From an optimization exercise on the open Yosys and OpenROAD flow, aimed at small area, a short achievable clock period and few clock cycles per item; shortcuts taken in it are not production practice. The RTL was checked by simulation tests, not by an equivalence proof against the original design. Power figures rest on the tool's default switching activity, not on a simulated workload.

oak:
## ble_tx
module ble_tx (
    input  wire       clk,
    input  wire       rst,
    input  wire       start_valid,
    output wire       start_ready,
    input  wire [5:0] start_channel,
    input  wire [1:0] start_phy,
    input  wire [4:0] start_plen,
    input  wire       in_valid,
    output wire       in_ready,
    input  wire [7:0] in_data,
    output reg        out_valid,
    input  wire       out_ready,
    output reg  [7:0] out_data,
    output reg        out_last
);
Settings: LEC_CHECK=0, CAP_MARGIN=20, CORE_MARGIN=2, CORE_UTILIZATION=40, CTS_BUF_LIST=sky130_fd_sc_hd__clkbuf_16, CTS_CLUSTER_DIAMETER=100, CTS_CLUSTER_SIZE=24, PLACE_DENSITY=0.55, SETUP_SLACK_MARGIN=2.75, SLEW_MARGIN=20, TNS_END_PERCENT=0; clock period 5.0 ns.
standard.sh (not shown) runs the stock make flow with config.mk's settings and CLKGATE_MAP_FILE= SYNTH_SCRIPT=/design/flow/synth_recipe.tcl, a recipe that flattens the netlist after the stock synthesis.
==> flow/flow/run.sh <==
#!/bin/bash
# The standard layout, with real buffers (not delay cells) on the ports.
set -euo pipefail
export BUFFER_PORTS_ARGS="-buffer_cell sky130_fd_sc_hd__buf_4"
bash standard.sh finish > layout.log 2>&1
Looking at the reports, oak completed the entire flow and the layout it produced met the timing, DRC and antenna checks.
Testbench counts of oak, summed over its fixed seeds: cycles 42,368, packets 384.
diff inputs: oak => pine
- SETUP_SLACK_MARGIN: 2.75 -> 2.7
- PLACE_DENSITY: 0.55 -> 0.6
-- flow/flow/run.sh --
<<< oak, line 4
export BUFFER_PORTS_ARGS="-buffer_cell sky130_fd_sc_hd__buf_4"
>>> pine, line 4
export BUFFER_PORTS_ARGS="-buffer_cell sky130_fd_sc_hd__buf_2"
==> comparison <==
- Per the comparison of pine with oak, final weighted congestion of routability-driven global placement rose 3.2%; total number of vias about even; ratio of final minimum period to clock period fell 0.50 points; clock network power share rose 0.9 points; number of placed instances with taps included about even.
- Diff oak -> pine | clock-buffer cell count | increase of 1
- met2 wire length went down by a few percent going from oak to pine.
- Re power: oak was higher than pine.
- Global-route usage on pine is down relative to oak.
Modified inputs, birch compared to pine
- swapping 2.7 for 2.8 in SETUP_SLACK_MARGIN
-- flow/flow/run.sh --
<<< pine, line 4
export BUFFER_PORTS_ARGS="-buffer_cell sky130_fd_sc_hd__buf_2"
>>> birch, line 4
export BUFFER_PORTS_ARGS="-buffer_cell sky130_fd_sc_hd__buf_4"
## What came out
In terms of first-iteration DRC count, pine and birch differ only marginally. Average detailed-routed wire length per instance of birch exceeds that of pine slightly. birch -> pine: sequential element share of the synthesized area delta 0, exact match. Side by side, share of power burned in combinational logic turned out higher in birch than in pine. Row global-route usage: birch higher / pine lower. pine -> birch: clock power flat.
Relative to birch, the following input files were edited for maple:
- a change of SETUP_SLACK_MARGIN from 2.8 to 2.7
==> summary.txt <==
- Against birch, final layout net count in maple fell slightly.
- First-iteration DRC count was lower in the run labelled maple.
- The worst relative slew slack in maple sits 11 points below the value recorded for birch.
- Reported for birch and maple, worst setup timing slack at the placement stage turned out identical to the last digit.
- Going from birch to maple, switching component of the power shrinks by about 1.8%.
- birch -> maple: non-clock buffer count decreased by more than 10%
- Compared with birch, maple has less setup slack.
- Combinational share of power: maple vs birch down 1.1 points
- Compared with birch, in maple arrival time of data at the critical path endpoint +0.11 ns; final critical delay including setup and external delays now larger.
- maple vs birch, overall power went down by 130 µW.


Starting RTL as in the previous note.
clock: 5.0 ns
lec_check: 0
cap_margin: 20
core_margin: 2
core_utilization: 40
cts_buf_list: sky130_fd_sc_hd__clkbuf_16
cts_cluster_diameter: 100
cts_cluster_size: 30
place_density: 0.6
setup_slack_margin: 2.7
slew_margin: 20
==> flow/flow/run.sh <==
#!/bin/bash
# The standard layout, with real buffers (not delay cells) on the ports.
set -euo pipefail
export BUFFER_PORTS_ARGS="-buffer_cell sky130_fd_sc_hd__buf_4"
bash standard.sh finish > layout.log 2>&1
The starting point completed without violations.
Testbench counts at the start, summed over its fixed seeds: cycles 42,368, packets 384.
Edit:
- CTS_CLUSTER_SIZE: 30 -> 24
Result: The changed run went through all stages and came out clean. Global-route usage hardly moves. Wire length goes up by 1.1%. Cell count goes up by 0.61%. Total power goes up by 1.3%. Cell area goes up by 0.47%. Worst setup slack improved by 0.029 ns. Sequential power is about the same. Die area stays the same.
Edit:
- CORE_UTILIZATION: 40 -> 50
- PLACE_DENSITY: 0.6 -> 0.65
Result: The changed run completed with no timing, DRC or antenna violations. Final cell count drops by 4.9%. Flip-flop and latch count stays the same. Global-route usage climbs by 4.3 points. Design area is about the same. Power climbs by 1.6%. First-iteration DRC count climbs by 0.68%. Clock skew climbs by 0.0068 ns. Via count climbs by 0.53%. Setup slack loses 0.065 ns. Die area drops by 20%.
Edit:
- CORE_UTILIZATION: 50 -> 40
- PLACE_DENSITY: 0.65 -> 0.6
- TNS_END_PERCENT: default -> 20
The new run went through all stages and came out clean.
Sequential share of layout area barely changes.
Global-route usage drops by 4.1 points.
Worst setup slack gets better by 0.018 ns.
Final area barely changes.
First-iteration DRC count decreases by about 10%.
Hold slack gains 0.0070 ns.
Power goes down by 0.90%.
Sequential cell count is unchanged.
Sequential power increases by about 1%.
Routed wire length is higher by 2.5%.
Edit:
- SETUP_SLACK_MARGIN: 2.7 -> 2.9
- TNS_END_PERCENT: 20 -> 0
Combinational power is higher by 16%.
Via count is higher by 1.4%.
First-iteration DRC count is higher by 3.4%.
Synthesized area stays the same.
Core utilization is higher by 1.3 points.
Global-route usage is higher by 0.69 points.
Sequential share of layout area is lower by 1.5 points.
Cell area is higher by 2.9%.
Die area does not change.

[port drivers added, routing unchanged]
The flow's constraints put no driver on any port. The routed layouts listed below were extracted and timed again, unchanged, in two steps. Step 1 (the two cells are an assumption about what drives the block):
set clk [get_ports {clk}]
set_driving_cell -lib_cell sky130_fd_sc_hd__clkbuf_16 $clk
set_driving_cell -lib_cell sky130_fd_sc_hd__buf_2 [delete_from_list [all_inputs] $clk]
Step 2, shift: input delay + t, output delay - t, t = (earliest + latest rising clock arrival at the registers) / 2. This alone moves slack from input paths to output paths. Slacks: no drivers / after step 1 / after step 2; pairs: no drivers / after step 1.
run	t, ns	setup slack, ns	cell pins on the clock port's net
oak	0.570	2.693 / 2.693 / 2.173	1
pine	0.580	2.718 / 2.718 / 2.195	1
birch	0.582	2.737 / 2.737 / 2.253	1
maple	0.578	2.731 / 2.731 / 2.210	1
the first run of note 2	0.565	2.721 / 2.721 / 2.259	1
the second run of note 2	0.574	2.749 / 2.749 / 2.251	1
the third run of note 2	0.567	2.685 / 2.685 / 2.213	1
the fourth run of note 2	0.591	2.703 / 2.703 / 2.191	1
the fifth run of note 2	0.583	2.729 / 2.729 / 2.329	1
After both steps every run listed still meets setup and hold. For pine, which loses most, drivers alone change the setup slack by 0.000 ns; drivers and shift together by -0.523 ns.
